What follows belongs to an exercise in optimizing a design on an open flow for small area; a production flow would make more cautious choices.
Function was checked by simulation only, so behaviour that the tests miss may differ from the original.
Power figures rest on the tool's default switching activity, not on a simulated workload.

## config.mk

```make
export PLATFORM = sky130hd
export DESIGN_NAME = dxl_framer
export DESIGN_NICKNAME = dxl_framer
export VERILOG_FILES = /design/flow/design.v
export SDC_FILE = /design/flow/constraint.sdc
export NUM_CORES = 4
export LEC_CHECK = 0
export CAP_MARGIN = 20
export CORE_MARGIN = 2
export CORE_UTILIZATION = 40
export SLEW_MARGIN = 20
```

## constraint.sdc

```tcl
create_clock -name core_clock -period 10.0 [get_ports {clk}]
set_input_delay 2.0000 -clock core_clock [delete_from_list [all_inputs] [get_ports {clk}]]
set_output_delay 2.0000 -clock core_clock [all_outputs]
set_load 0.01 [all_outputs]
```

## design.v

```verilog
module dxl_crc_table (
    input  wire [7:0]  idx,
    output reg  [15:0] word
);
  always @(*) begin
    case (idx)
      8'h00: word = 16'h0000;
      8'h01: word = 16'h8005;
      8'h02: word = 16'h800F;
      8'h03: word = 16'h000A;
      8'h04: word = 16'h801B;
      8'h05: word = 16'h001E;
      8'h06: word = 16'h0014;
      8'h07: word = 16'h8011;
      8'h08: word = 16'h8033;
      8'h09: word = 16'h0036;
      8'h0A: word = 16'h003C;
      8'h0B: word = 16'h8039;
      8'h0C: word = 16'h0028;
      8'h0D: word = 16'h802D;
      8'h0E: word = 16'h8027;
      8'h0F: word = 16'h0022;
      8'h10: word = 16'h8063;
      8'h11: word = 16'h0066;
      8'h12: word = 16'h006C;
      8'h13: word = 16'h8069;
      8'h14: word = 16'h0078;
      8'h15: word = 16'h807D;
      8'h16: word = 16'h8077;
      8'h17: word = 16'h0072;
      8'h18: word = 16'h0050;
      8'h19: word = 16'h8055;
      8'h1A: word = 16'h805F;
      8'h1B: word = 16'h005A;
      8'h1C: word = 16'h804B;
      8'h1D: word = 16'h004E;
      8'h1E: word = 16'h0044;
      8'h1F: word = 16'h8041;
      8'h20: word = 16'h80C3;
      8'h21: word = 16'h00C6;
      8'h22: word = 16'h00CC;
      8'h23: word = 16'h80C9;
      8'h24: word = 16'h00D8;
      8'h25: word = 16'h80DD;
      8'h26: word = 16'h80D7;
      8'h27: word = 16'h00D2;
      8'h28: word = 16'h00F0;
      8'h29: word = 16'h80F5;
      8'h2A: word = 16'h80FF;
      8'h2B: word = 16'h00FA;
      8'h2C: word = 16'h80EB;
      8'h2D: word = 16'h00EE;
      8'h2E: word = 16'h00E4;
      8'h2F: word = 16'h80E1;
      8'h30: word = 16'h00A0;
      8'h31: word = 16'h80A5;
      8'h32: word = 16'h80AF;
      8'h33: word = 16'h00AA;
      8'h34: word = 16'h80BB;
      8'h35: word = 16'h00BE;
      8'h36: word = 16'h00B4;
      8'h37: word = 16'h80B1;
      8'h38: word = 16'h8093;
      8'h39: word = 16'h0096;
      8'h3A: word = 16'h009C;
      8'h3B: word = 16'h8099;
      8'h3C: word = 16'h0088;
      8'h3D: word = 16'h808D;
      8'h3E: word = 16'h8087;
      8'h3F: word = 16'h0082;
      8'h40: word = 16'h8183;
      8'h41: word = 16'h0186;
      8'h42: word = 16'h018C;
      8'h43: word = 16'h8189;
      8'h44: word = 16'h0198;
      8'h45: word = 16'h819D;
      8'h46: word = 16'h8197;
      8'h47: word = 16'h0192;
      8'h48: word = 16'h01B0;
      8'h49: word = 16'h81B5;
      8'h4A: word = 16'h81BF;
      8'h4B: word = 16'h01BA;
      8'h4C: word = 16'h81AB;
      8'h4D: word = 16'h01AE;
      8'h4E: word = 16'h01A4;
      8'h4F: word = 16'h81A1;
      8'h50: word = 16'h01E0;
      8'h51: word = 16'h81E5;
      8'h52: word = 16'h81EF;
      8'h53: word = 16'h01EA;
      8'h54: word = 16'h81FB;
      8'h55: word = 16'h01FE;
      8'h56: word = 16'h01F4;
      8'h57: word = 16'h81F1;
      8'h58: word = 16'h81D3;
      8'h59: word = 16'h01D6;
      8'h5A: word = 16'h01DC;
      8'h5B: word = 16'h81D9;
      8'h5C: word = 16'h01C8;
      8'h5D: word = 16'h81CD;
      8'h5E: word = 16'h81C7;
      8'h5F: word = 16'h01C2;
      8'h60: word = 16'h0140;
      8'h61: word = 16'h8145;
      8'h62: word = 16'h814F;
      8'h63: word = 16'h014A;
      8'h64: word = 16'h815B;
      8'h65: word = 16'h015E;
      8'h66: word = 16'h0154;
      8'h67: word = 16'h8151;
      8'h68: word = 16'h8173;
      8'h69: word = 16'h0176;
      8'h6A: word = 16'h017C;
      8'h6B: word = 16'h8179;
      8'h6C: word = 16'h0168;
      8'h6D: word = 16'h816D;
      8'h6E: word = 16'h8167;
      8'h6F: word = 16'h0162;
      8'h70: word = 16'h8123;
      8'h71: word = 16'h0126;
      8'h72: word = 16'h012C;
      8'h73: word = 16'h8129;
      8'h74: word = 16'h0138;
      8'h75: word = 16'h813D;
      8'h76: word = 16'h8137;
      8'h77: word = 16'h0132;
      8'h78: word = 16'h0110;
      8'h79: word = 16'h8115;
      8'h7A: word = 16'h811F;
      8'h7B: word = 16'h011A;
      8'h7C: word = 16'h810B;
      8'h7D: word = 16'h010E;
      8'h7E: word = 16'h0104;
      8'h7F: word = 16'h8101;
      8'h80: word = 16'h8303;
      8'h81: word = 16'h0306;
      8'h82: word = 16'h030C;
      8'h83: word = 16'h8309;
      8'h84: word = 16'h0318;
      8'h85: word = 16'h831D;
      8'h86: word = 16'h8317;
      8'h87: word = 16'h0312;
      8'h88: word = 16'h0330;
      8'h89: word = 16'h8335;
      8'h8A: word = 16'h833F;
      8'h8B: word = 16'h033A;
      8'h8C: word = 16'h832B;
      8'h8D: word = 16'h032E;
      8'h8E: word = 16'h0324;
      8'h8F: word = 16'h8321;
      8'h90: word = 16'h0360;
      8'h91: word = 16'h8365;
      8'h92: word = 16'h836F;
      8'h93: word = 16'h036A;
      8'h94: word = 16'h837B;
      8'h95: word = 16'h037E;
      8'h96: word = 16'h0374;
      8'h97: word = 16'h8371;
      8'h98: word = 16'h8353;
      8'h99: word = 16'h0356;
      8'h9A: word = 16'h035C;
      8'h9B: word = 16'h8359;
      8'h9C: word = 16'h0348;
      8'h9D: word = 16'h834D;
      8'h9E: word = 16'h8347;
      8'h9F: word = 16'h0342;
      8'hA0: word = 16'h03C0;
      8'hA1: word = 16'h83C5;
      8'hA2: word = 16'h83CF;
      8'hA3: word = 16'h03CA;
      8'hA4: word = 16'h83DB;
      8'hA5: word = 16'h03DE;
      8'hA6: word = 16'h03D4;
      8'hA7: word = 16'h83D1;
      8'hA8: word = 16'h83F3;
      8'hA9: word = 16'h03F6;
      8'hAA: word = 16'h03FC;
      8'hAB: word = 16'h83F9;
      8'hAC: word = 16'h03E8;
      8'hAD: word = 16'h83ED;
      8'hAE: word = 16'h83E7;
      8'hAF: word = 16'h03E2;
      8'hB0: word = 16'h83A3;
      8'hB1: word = 16'h03A6;
      8'hB2: word = 16'h03AC;
      8'hB3: word = 16'h83A9;
      8'hB4: word = 16'h03B8;
      8'hB5: word = 16'h83BD;
      8'hB6: word = 16'h83B7;
      8'hB7: word = 16'h03B2;
      8'hB8: word = 16'h0390;
      8'hB9: word = 16'h8395;
      8'hBA: word = 16'h839F;
      8'hBB: word = 16'h039A;
      8'hBC: word = 16'h838B;
      8'hBD: word = 16'h038E;
      8'hBE: word = 16'h0384;
      8'hBF: word = 16'h8381;
      8'hC0: word = 16'h0280;
      8'hC1: word = 16'h8285;
      8'hC2: word = 16'h828F;
      8'hC3: word = 16'h028A;
      8'hC4: word = 16'h829B;
      8'hC5: word = 16'h029E;
      8'hC6: word = 16'h0294;
      8'hC7: word = 16'h8291;
      8'hC8: word = 16'h82B3;
      8'hC9: word = 16'h02B6;
      8'hCA: word = 16'h02BC;
      8'hCB: word = 16'h82B9;
      8'hCC: word = 16'h02A8;
      8'hCD: word = 16'h82AD;
      8'hCE: word = 16'h82A7;
      8'hCF: word = 16'h02A2;
      8'hD0: word = 16'h82E3;
      8'hD1: word = 16'h02E6;
      8'hD2: word = 16'h02EC;
      8'hD3: word = 16'h82E9;
      8'hD4: word = 16'h02F8;
      8'hD5: word = 16'h82FD;
      8'hD6: word = 16'h82F7;
      8'hD7: word = 16'h02F2;
      8'hD8: word = 16'h02D0;
      8'hD9: word = 16'h82D5;
      8'hDA: word = 16'h82DF;
      8'hDB: word = 16'h02DA;
      8'hDC: word = 16'h82CB;
      8'hDD: word = 16'h02CE;
      8'hDE: word = 16'h02C4;
      8'hDF: word = 16'h82C1;
      8'hE0: word = 16'h8243;
      8'hE1: word = 16'h0246;
      8'hE2: word = 16'h024C;
      8'hE3: word = 16'h8249;
      8'hE4: word = 16'h0258;
      8'hE5: word = 16'h825D;
      8'hE6: word = 16'h8257;
      8'hE7: word = 16'h0252;
      8'hE8: word = 16'h0270;
      8'hE9: word = 16'h8275;
      8'hEA: word = 16'h827F;
      8'hEB: word = 16'h027A;
      8'hEC: word = 16'h826B;
      8'hED: word = 16'h026E;
      8'hEE: word = 16'h0264;
      8'hEF: word = 16'h8261;
      8'hF0: word = 16'h0220;
      8'hF1: word = 16'h8225;
      8'hF2: word = 16'h822F;
      8'hF3: word = 16'h022A;
      8'hF4: word = 16'h823B;
      8'hF5: word = 16'h023E;
      8'hF6: word = 16'h0234;
      8'hF7: word = 16'h8231;
      8'hF8: word = 16'h8213;
      8'hF9: word = 16'h0216;
      8'hFA: word = 16'h021C;
      8'hFB: word = 16'h8219;
      8'hFC: word = 16'h0208;
      8'hFD: word = 16'h820D;
      8'hFE: word = 16'h8207;
      8'hFF: word = 16'h0202;
      default: word = 16'h0000;
    endcase
  end
endmodule
module dxl_codec (
    input  wire        clk,
    input  wire        rst,
    input  wire        req_valid,
    input  wire [7:0]  req_id,
    input  wire [7:0]  req_instr,
    input  wire [15:0] req_addr,
    input  wire [2:0]  req_plen,     
    input  wire [31:0] req_pdata,    
    output wire        req_idle,
    output wire        tx_valid,
    output wire [7:0]  tx_data,
    output wire        tx_last,
    input  wire        tx_ready,
    input  wire        tx_done,
    input  wire        tx_fail,
    output wire        resp_valid,
    output wire        resp_fail
);
  localparam [1:0] C_IDLE = 2'd0, C_CRC = 2'd1, C_SEND = 2'd2, C_WAIT = 2'd3;
  reg [1:0]  state;
  reg [7:0]  buf_q [0:15];
  reg [4:0]  blen;    
  reg [4:0]  cidx;    
  reg [4:0]  bidx;    
  reg [15:0] crc;
  wire [7:0]  crc_idx = crc[15:8] ^ buf_q[cidx[3:0]];
  wire [15:0] tbl_word;
  wire [15:0] crc_next = {crc[7:0], 8'h00} ^ tbl_word;
  dxl_crc_table u_table (.idx(crc_idx), .word(tbl_word));
  wire [4:0]  blen_m2    = blen - 5'd2;
  wire [4:0]  blen_m1    = blen - 5'd1;
  wire [3:0]  crc_lo_pos = blen_m2[3:0];
  wire [3:0]  crc_hi_pos = blen_m1[3:0];
  wire [15:0] len_field = {13'd0, req_plen} + 16'd5;
  wire        plen_ok   = (req_plen == 3'd0) || (req_plen == 3'd1) || (req_plen == 3'd4);
  assign req_idle   = (state == C_IDLE);
  assign tx_valid   = (state == C_SEND);
  assign tx_data    = buf_q[bidx[3:0]];
  assign tx_last    = (bidx == blen_m1);
  assign resp_valid = tx_done && ((state == C_SEND) || (state == C_WAIT));
  assign resp_fail  = tx_fail;
  integer i;
  always @(posedge clk) begin
    if (rst) begin
      state <= C_IDLE;
    end else begin
      case (state)
        C_IDLE: begin
          if (req_valid && plen_ok) begin
            buf_q[0]  <= 8'hFF;
            buf_q[1]  <= 8'hFF;
            buf_q[2]  <= 8'hFD;
            buf_q[3]  <= 8'h00;
            buf_q[4]  <= req_id;
            buf_q[5]  <= len_field[7:0];
            buf_q[6]  <= len_field[15:8];
            buf_q[7]  <= req_instr;
            buf_q[8]  <= req_addr[7:0];
            buf_q[9]  <= req_addr[15:8];
            for (i = 0; i < 4; i = i + 1)
              buf_q[10 + i] <= req_pdata[8*i +: 8];
            blen  <= {2'b00, req_plen} + 5'd12;
            cidx  <= 5'd0;
            crc   <= 16'h0000;
            state <= C_CRC;
          end
        end
        C_CRC: begin
          crc  <= crc_next;
          cidx <= cidx + 5'd1;
          if (cidx == blen - 5'd3) begin
            buf_q[crc_lo_pos] <= crc_next[7:0];
            buf_q[crc_hi_pos] <= crc_next[15:8];
            bidx  <= 5'd0;
            state <= C_SEND;
          end
        end
        C_SEND: begin
          if (tx_done) begin
            state <= C_IDLE;
          end else if (tx_ready) begin
            if (tx_last)
              state <= C_WAIT;
            else
              bidx <= bidx + 5'd1;
          end
        end
        C_WAIT: begin
          if (tx_done)
            state <= C_IDLE;
        end
      endcase
    end
  end
endmodule
module dxl_sequencer #(
    parameter [7:0] DRIVE_MODE_VALUE     = 8'h00,
    parameter [7:0] OPERATING_MODE_VALUE = 8'h04,
    parameter       SETTLE_CFG_TICKS     = 101,
    parameter       SETTLE_MOT_TICKS     = 21
) (
    input  wire        clk,
    input  wire        rst,
    input  wire        tick,
    input  wire        start,
    input  wire        open_ok,
    input  wire        acc_valid,
    input  wire [31:0] acc_data,
    input  wire        vel_valid,
    input  wire [31:0] vel_data,
    input  wire        pos_valid,
    input  wire [31:0] pos_data,
    output wire        req_valid,
    output wire [7:0]  req_id,
    output wire [7:0]  req_instr,
    output wire [15:0] req_addr,
    output wire [2:0]  req_plen,
    output wire [31:0] req_pdata,
    input  wire        req_idle,
    input  wire        resp_valid,
    input  wire        resp_fail,
    output wire        configured,
    output wire        halted,
    output wire        busy,
    output reg         rpt_valid,
    output reg  [1:0]  rpt_code,
    output reg  [2:0]  rpt_step
);
  localparam [2:0] PH_RESET = 3'd0, PH_INIT = 3'd1, PH_IDLE = 3'd2,
                   PH_BURST = 3'd3, PH_HALT = 3'd4;
  localparam [5:0] PC_RESET = 6'h00, PC_INIT0 = 6'h08, PC_IDLE = 6'h10,
                   PC_BURST0 = 6'h18, PC_HALT = 6'h20;
  localparam [7:0] DEVICE_ID   = 8'h00;
  localparam [7:0] INSTR_WRITE = 8'h03;
  localparam TW = (SETTLE_CFG_TICKS > SETTLE_MOT_TICKS) ?
                  ((SETTLE_CFG_TICKS > 1) ? $clog2(SETTLE_CFG_TICKS + 1) : 1) :
                  ((SETTLE_MOT_TICKS > 1) ? $clog2(SETTLE_MOT_TICKS + 1) : 1);
  reg [5:0]  pc;
  reg [31:0] x_acc, x_vel, x_pos;
  reg [31:0] s_acc, s_vel, s_pos;
  reg        pend;
  reg [TW-1:0] timer;
  reg        issued;      
  wire [2:0] phase  = pc[5:3];
  wire [1:0] k      = pc[2:1];
  wire       settle = pc[0];
  assign configured = (phase == PH_IDLE) || (phase == PH_BURST);
  assign halted     = (phase == PH_HALT);
  assign busy       = (phase == PH_INIT) || (phase == PH_BURST);
  wire [31:0] x_acc_n = acc_valid ? acc_data : x_acc;
  wire [31:0] x_vel_n = vel_valid ? vel_data : x_vel;
  wire [31:0] x_pos_n = pos_valid ? pos_data : x_pos;
  wire        any_set = acc_valid || vel_valid || pos_valid;
  reg [15:0] addr_sel;
  reg [31:0] data_sel;
  always @(*) begin
    addr_sel = 16'h0000;
    data_sel = 32'h0;
    if (phase == PH_INIT) begin
      case (k)
        2'd0: begin addr_sel = 16'h0040; data_sel = 32'h00; end
        2'd1: begin addr_sel = 16'h000A; data_sel = {24'h0, DRIVE_MODE_VALUE}; end
        2'd2: begin addr_sel = 16'h000B; data_sel = {24'h0, OPERATING_MODE_VALUE}; end
        default: begin addr_sel = 16'h0040; data_sel = 32'h01; end
      endcase
    end else begin
      case (k)
        2'd0:    begin addr_sel = 16'h006C; data_sel = s_acc; end
        2'd1:    begin addr_sel = 16'h0070; data_sel = s_vel; end
        default: begin addr_sel = 16'h0074; data_sel = s_pos; end
      endcase
    end
  end
  wire in_send = ((phase == PH_INIT) || (phase == PH_BURST)) && !settle;
  assign req_valid = in_send && !issued && req_idle;
  assign req_id    = DEVICE_ID;
  assign req_instr = INSTR_WRITE;
  assign req_addr  = addr_sel;
  assign req_plen  = (phase == PH_INIT) ? 3'd1 : 3'd4;
  assign req_pdata = data_sel;
  always @(posedge clk) begin
    if (rst) begin
      pc        <= PC_RESET;
      x_acc     <= 32'd0;
      x_vel     <= 32'd0;
      x_pos     <= 32'd0;
      s_acc     <= 32'd0;
      s_vel     <= 32'd0;
      s_pos     <= 32'd0;
      pend      <= 1'b0;
      timer     <= {TW{1'b0}};
      issued    <= 1'b0;
      rpt_valid <= 1'b0;
      rpt_code  <= 2'd0;
      rpt_step  <= 3'd0;
    end else begin
      rpt_valid <= 1'b0;
      if (phase != PH_HALT) begin
        x_acc <= x_acc_n;
        x_vel <= x_vel_n;
        x_pos <= x_pos_n;
        if (any_set)
          pend <= 1'b1;
      end
      if (req_valid)
        issued <= 1'b1;
      case (phase)
        PH_RESET: begin
          if (start) begin
            if (open_ok) begin
              pc <= PC_INIT0;
            end else begin
              pc        <= PC_HALT;
              rpt_valid <= 1'b1;
              rpt_code  <= 2'd1;
              rpt_step  <= 3'd0;
            end
          end
        end
        PH_INIT: begin
          if (!settle) begin
            if (resp_valid) begin
              issued <= 1'b0;
              if (resp_fail) begin
                pc        <= PC_HALT;
                rpt_valid <= 1'b1;
                rpt_code  <= 2'd2;
                rpt_step  <= {1'b0, k};
              end else begin
                pc[0] <= 1'b1;
                timer <= SETTLE_CFG_TICKS;
              end
            end
          end else if (timer == 0) begin
            if (k == 2'd3)
              pc <= PC_IDLE;
            else
              pc <= {PH_INIT, k + 2'd1, 1'b0};
          end else if (tick) begin
            timer <= timer - 1'b1;
          end
        end
        PH_IDLE: begin
          if (pend || any_set) begin
            s_acc <= x_acc_n;
            s_vel <= x_vel_n;
            s_pos <= x_pos_n;
            pend  <= 1'b0;
            pc    <= PC_BURST0;
          end
        end
        PH_BURST: begin
          if (!settle) begin
            if (resp_valid) begin
              issued <= 1'b0;
              if (resp_fail) begin
                rpt_valid <= 1'b1;
                rpt_code  <= 2'd3;
                rpt_step  <= {1'b0, k};
              end
              pc[0] <= 1'b1;
              timer <= SETTLE_MOT_TICKS;
            end
          end else if (timer == 0) begin
            if (k == 2'd2)
              pc <= PC_IDLE;
            else
              pc <= {PH_BURST, k + 2'd1, 1'b0};
          end else if (tick) begin
            timer <= timer - 1'b1;
          end
        end
        default: ;  
      endcase
    end
  end
endmodule
module dxl_framer (
    input  wire        clk,
    input  wire        rst,
    input  wire        tick,
    input  wire        start,
    input  wire        open_ok,
    input  wire        acc_valid,
    input  wire [31:0] acc_data,
    input  wire        vel_valid,
    input  wire [31:0] vel_data,
    input  wire        pos_valid,
    input  wire [31:0] pos_data,
    output wire        tx_valid,
    output wire [7:0]  tx_data,
    output wire        tx_last,
    input  wire        tx_ready,
    input  wire        tx_done,
    input  wire        tx_fail,
    output wire        configured,
    output wire        halted,
    output wire        busy,
    output wire        rpt_valid,
    output wire [1:0]  rpt_code,
    output wire [2:0]  rpt_step
);
  wire        req_valid, req_idle, resp_valid, resp_fail;
  wire [7:0]  req_id, req_instr;
  wire [15:0] req_addr;
  wire [2:0]  req_plen;
  wire [31:0] req_pdata;
  dxl_sequencer u_seq (
    .clk(clk), .rst(rst), .tick(tick), .start(start), .open_ok(open_ok),
    .acc_valid(acc_valid), .acc_data(acc_data),
    .vel_valid(vel_valid), .vel_data(vel_data),
    .pos_valid(pos_valid), .pos_data(pos_data),
    .req_valid(req_valid), .req_id(req_id), .req_instr(req_instr),
    .req_addr(req_addr), .req_plen(req_plen), .req_pdata(req_pdata),
    .req_idle(req_idle), .resp_valid(resp_valid), .resp_fail(resp_fail),
    .configured(configured), .halted(halted), .busy(busy),
    .rpt_valid(rpt_valid), .rpt_code(rpt_code), .rpt_step(rpt_step)
  );
  dxl_codec u_codec (
    .clk(clk), .rst(rst),
    .req_valid(req_valid), .req_id(req_id), .req_instr(req_instr),
    .req_addr(req_addr), .req_plen(req_plen), .req_pdata(req_pdata),
    .req_idle(req_idle),
    .tx_valid(tx_valid), .tx_data(tx_data), .tx_last(tx_last),
    .tx_ready(tx_ready), .tx_done(tx_done), .tx_fail(tx_fail),
    .resp_valid(resp_valid), .resp_fail(resp_fail)
  );
endmodule
```

## run.sh

```bash
#!/bin/bash
# synth_recipe.tcl (not shown) runs the flow's synth.tcl, then flattens the netlist and writes it again
# the make line also repeats each setting of config.mk as NAME=value (left out here)
make -C /OpenROAD-flow-scripts/flow DESIGN_CONFIG=/design/flow/config.mk WORK_HOME=/design/flow/orfs CLKGATE_MAP_FILE= SYNTH_SCRIPT=/design/flow/synth_recipe.tcl finish
```

==> tab_implementation.tex <==
\begin{tabular}{lr}
\hline
Metric & Value \\
\hline
\multicolumn{2}{l}{\textbf{Timing}} \\
\quad Relative slew margins & 30.28\% \\
\quad Total Negative Setup Slacks & 0 ps \\
\quad Count of final hold-check violations & 0 \\
\quad Share of the clock period used by the worst path & 49.52\% \\
\quad Final worst setup slack & 5048 ps \\
\quad Final slew viol count & 0 \\
\quad Number of setup violations in the final report & 0 \\
\quad Period minus WS final & 4952 ps \\
\quad FMAX & between 200 and 250 MHz \\
\quad Slew at the pin with the worst max-slew slack & 1045 ps \\
\quad Min Hold Slack & 452.2 ps \\
\quad Worst setup skew after layout & 16.06 ps \\
\quad RSZ-0062 raised after global routing & false \\
\multicolumn{2}{l}{\textbf{CTS}} \\
\quad Clock buffer count from CTS & 38 \\
\quad Buffers from clock root to sink, at most & 3 \\
\quad Resized cells post-CTS & 0 \\
\quad H-tree Lvls & 2 \\
\quad CTS sink count & between 300 and 400 \\
\quad Clock-pin slew of the registers on the worst-case setup and hold paths & 60 ps \\
\quad TritonCTS clock tree & done \\
\quad Clk Latency, worst-skew pair & 540 ps \\
\quad Number of buffers added to fix hold violations after cts & 0 \\
\quad Post-CTS setup buffer count & 0 \\
\quad Root cell of the clock tree & clkbuf\_16 \\
\multicolumn{2}{l}{\textbf{Min path}} \\
\quad Worst Hold Launch & u\_seq.x\_vel[18] \\
\quad Number of cells on the worst hold path & 2 \\
\quad Endpoint of the worst hold path & u\_seq.x\_vel[18] \\
\quad Type of the worst min-delay path & reg2reg \\
\multicolumn{2}{l}{\textbf{Detailed routing}} \\
\quad Starting DRT DRC Count & 906 \\
\quad Average wire per standard cell & 17.87 µm \\
\quad Detailed-route wire length & between 30000 and 40000 µm \\
\quad Length of the first detailed-routing pass in iterations & 5 \\
\quad Count of vias placed by the detailed router & 11770 \\
\quad Post-DRT Antenna Nets & 0 \\
\quad Post-route DRC violation count & 0 \\
\quad Avg Vias per Cell & 5.297 \\
\multicolumn{2}{l}{\textbf{Global route}} \\
\quad Antenna violations before repair & 0 \\
\quad First-pass GRT wire length & 62650 µm \\
\quad Number of global-route vias before repair & 11230 \\
\quad Remaining Overflow, GRT & 0 \\
\quad Pin count of the biggest net entering global routing & 121 \\
\quad Total routing usage reported by global routing & 19.28\% \\
\multicolumn{2}{l}{\textbf{Synth}} \\
\quad Fraction of the yosys area taken by sequential cells & between 40\% and 50\% \\
\quad Cells after Synth & around 1600 \\
\quad Number of register bits inferred by synthesis & 331 \\
\quad Fraction of registers with async set or reset after synthesis & 0\% \\
\quad Post-synth EDFFs & 84 \\
\quad Library cells used by synthesis & 69 \\
\quad YS warnings & 3 \\
\quad Mapped Area & 0.01541 mm² \\
\quad Number of nets in the synthesized netlist & 1750 \\
\quad Avg Cell Area, Syn & 9.468 µm² \\
\quad Most used flip-flop cell after synthesis & dfxtp\_1 \\
\multicolumn{2}{l}{\textbf{Cells and area}} \\
\quad Layout cell share with drive strength beyond 1 & 8.538\% \\
\quad Fin nets & 1804 \\
\quad Number of diodes added for antenna fixing & 0 \\
\quad Area added between synthesis and finish & 17.30\% \\
\multicolumn{2}{l}{\textbf{Setup path}} \\
\quad Depth of the most critical reg-to-reg path & 6 \\
\quad Class of the most critical setup path & reg2out \\
\quad Critical Path AT & 2950 ps \\
\quad Peak fanout along the critical path & 27 \\
\quad Worst R2R End & u\_codec.buf\_q[13][5] \\
\quad Startpoint of the worst-slack reg-to-reg timing path & u\_seq.pc[3] \\
\quad CP Data Required Time & 8000 ps \\
\quad Critical path capture point type & output pin \\
\quad Setup slack, reg-to-reg & 6590 ps \\
\quad Type of origin of the critical path & register \\
\multicolumn{2}{l}{\textbf{Power and ir drop}} \\
\quad Standby leakage power & 0.006655 µW \\
\quad Portion of total power attributed to sequential cells & a little over a third \\
\quad Proportion of power drawn by the clock network & around 23\% \\
\quad Cell-internal power & 3573 µW \\
\quad Switching share of power & 37.45\% \\
\quad Logic gate share of total power & 40.9\% \\
\quad Overall Power & 5712 µW \\
\quad PD cells & $\sim$320 mW/mm² \\
\quad Worst-case vdd ir drop & 334.7 µV \\
\quad Psw & 2139 µW \\
\multicolumn{2}{l}{\textbf{Status}} \\
\quad Status & no timing/DRC/antenna violations \\
\multicolumn{2}{l}{\textbf{Run}} \\
\quad Number of max-cap violations & 0 \\
\multicolumn{2}{l}{\textbf{Placed design}} \\
\quad Post-DP HPWL & 27120 µm \\
\quad Count of input and output buffers & 124 \\
\quad RD Place Congestion & between 0.7 and 0.8 \\
\quad Setup WS pre-CTS & 5038 ps \\
\multicolumn{2}{l}{\textbf{Floorplan}} \\
\quad Die width & 200.3 µm \\
\quad I/O pin count & 126 \\
\quad Die Span Y & around 200 µm \\
\quad Core region area & around 0.038 mm² \\
\quad Die outline area & between 0.04 and 0.05 mm² \\
\quad Count of standard-cell rows & 71 \\
\quad Starting Density & roughly 40\% \\
\hline
\end{tabular}
-- through the flow --
stage          cell area [µm²]  util, %  instances
2_1_floorplan            15410        -       1628
3_3_place_gp             16860    44.55       2153
3_5_place_dp             16860    44.56       2153
4_1_cts                  18070    47.74       2221
5_1_grt                  18080    47.77       2221
6_report                 18080    47.77       2221
-- cells in the mapped netlist (5+ instances only) --
master	count	area [µm²]
o31ai_1	19	142.6
nor2b_1	7	43.79
nor3_1	10	50.05
or3_1	6	37.54
nand2b_1	28	175.2
xor2_2	5	81.33
dfxtp_1	247	4945
a22oi_1	31	232.7
nor2_1	140	525.5
o21ai_0	35	175.2
nand3_1	17	85.08
inv_1	23	86.33
ha_1	15	187.7
xnor2_1	9	78.83
buf_1	14	52.55
mux4_2	10	225.2
and2_1	28	175.2
a21oi_1	146	730.7
o21ai_1	5	25.02
a31oi_1	10	62.56
a22o_1	20	175.2
xor2_1	10	87.58
xnor2_2	6	97.59
mux2_2	21	236.5
a211oi_1	102	765.7
clkbuf_1	101	379.1
edfxtp_1	84	2522
nand2_1	278	1044
mux2i_1	134	1341
-- critical path, cell delays in order (launching register included) --
cell	delay (ps)
dfxtp_1	290
buf_4	270
nor2_1	560
a22oi_1	190
nand2_1	110
o21ai_0	80
o21ai_0	300
clkdlybuf4s50_1	600
-- final cells by class --
class	count	area [µm²]
clock buffers	48	1039
clock inverters	20	165.2
fillers	3615	19760
inverters	25	93.84
multi-input cells	1144	7310
flip-flops and latches	331	7467
well taps	511	639.4
repair buffers	142	1366
-- placed cells by master (no fill, tap or decap), types with 20 or more instances in the layout --
cell,synthesis,routed
edfxtp_1,84,84
a22oi_1,31,31
o21ai_0,35,34
a211oi_1,102,102
nand2_1,278,275
a21oi_1,146,146
a22o_1,20,20
clkdlybuf4s50_1,0,120
nor2_1,140,138
nand2b_1,28,28
dfxtp_1,247,247
and2_1,28,25
inv_1,23,23
mux2_2,21,21
mux2i_1,134,134
clkbuf_16,0,38
-- kinds of logic (layout without fill, tap and decap cells) --
| kind of cell | after synthesis | in the layout | share of synthesized area [%] |
|---|---|---|---|
| compound gates | 400 | 400 | 17.01 |
| xor+xnor | 32 | 32 | 2.541 |
| fa+ha+maj | 15 | 15 | 1.218 |
| buf+inv | 153 | 235 | 4.327 |
| flops | 331 | 331 | 48.45 |
| mux | 167 | 167 | 11.84 |
| other cells | 1 | 1 | 0.02433 |
| simple gates | 529 | 529 | 14.60 |
-- power groups by stage --
stage | Sequential, µW | Combinational, µW | Clock (µW)
finish | 2050 | 2330 | 1330
global route | 2090 | 2570 | 1410
CTS | 2050 | 2340 | 1360
detailed placement | 2080 | 2320 | 0
global placement | 2070 | 2290 | 0
floorplan | 1980 | 1830 | 0
-- per-layer routing --
metal	GRT usage [%]	vias up	share of wire [%]
met5	0	-	0
met4	3.995	0	1.5
met3	2.522	43	4.0
met2	32.19	248	48
met1	26.78	5581	47
li1	-	5893	-
-- sequential cells by signal, summed over array words and instances, names as in the netlist, 5 cells and up, named ones only --
register,flops
u_seq.x_acc,32
u_seq.s_vel,32
u_codec.bidx,5
u_seq.x_vel,32
u_seq.pc,6
u_seq.s_acc,32
u_codec.cidx,5
u_seq.timer,7
u_seq.s_pos,32
u_codec.crc,16
u_codec.buf_q,81
u_seq.x_pos,32
-- how the worst max path moves through the flow --
stage                    from                    to  cells past startpoint
floorplan                 rst  u_codec.buf_q[11][0]                      4
global placement    pos_valid       u_seq.s_pos[14]                      8
detailed placement  pos_valid       u_seq.s_pos[13]                      8
CTS                  register            tx_data[5]                      7
global route         register            tx_data[4]                      7
finish               register            tx_data[5]                      7

[what the ideal ports hide]
No port has a modelled driver above. Below, the same layout with a new extraction and two added sets of constraints.
Step 1 sets driving cells, clkbuf_16 on the clock port and buf_2 on the other inputs (assumed; they add their load-dependent delay and slew).
Step 2 moves the port delays by t, midway between the first and last clock arrival at a register: inputs arrive t later, outputs are due t later. That takes back most of the time a late clock gives input paths.
Slacks: ideal / step 1 / step 2; pairs: ideal / step 1.
t (ns): 0.585
setup slack, ns: 5.048 / 4.997 / 5.175
hold WS [ns]: 0.452 / 0.452 / 0.452
slew at the worst register clock pin (ns): 0.06 / 0.06
cell pins on the clock port's net: 1
After both steps setup and hold are still met in this run. For this run, drivers alone change the setup slack by -0.051 ns; drivers and shift together by +0.127 ns.
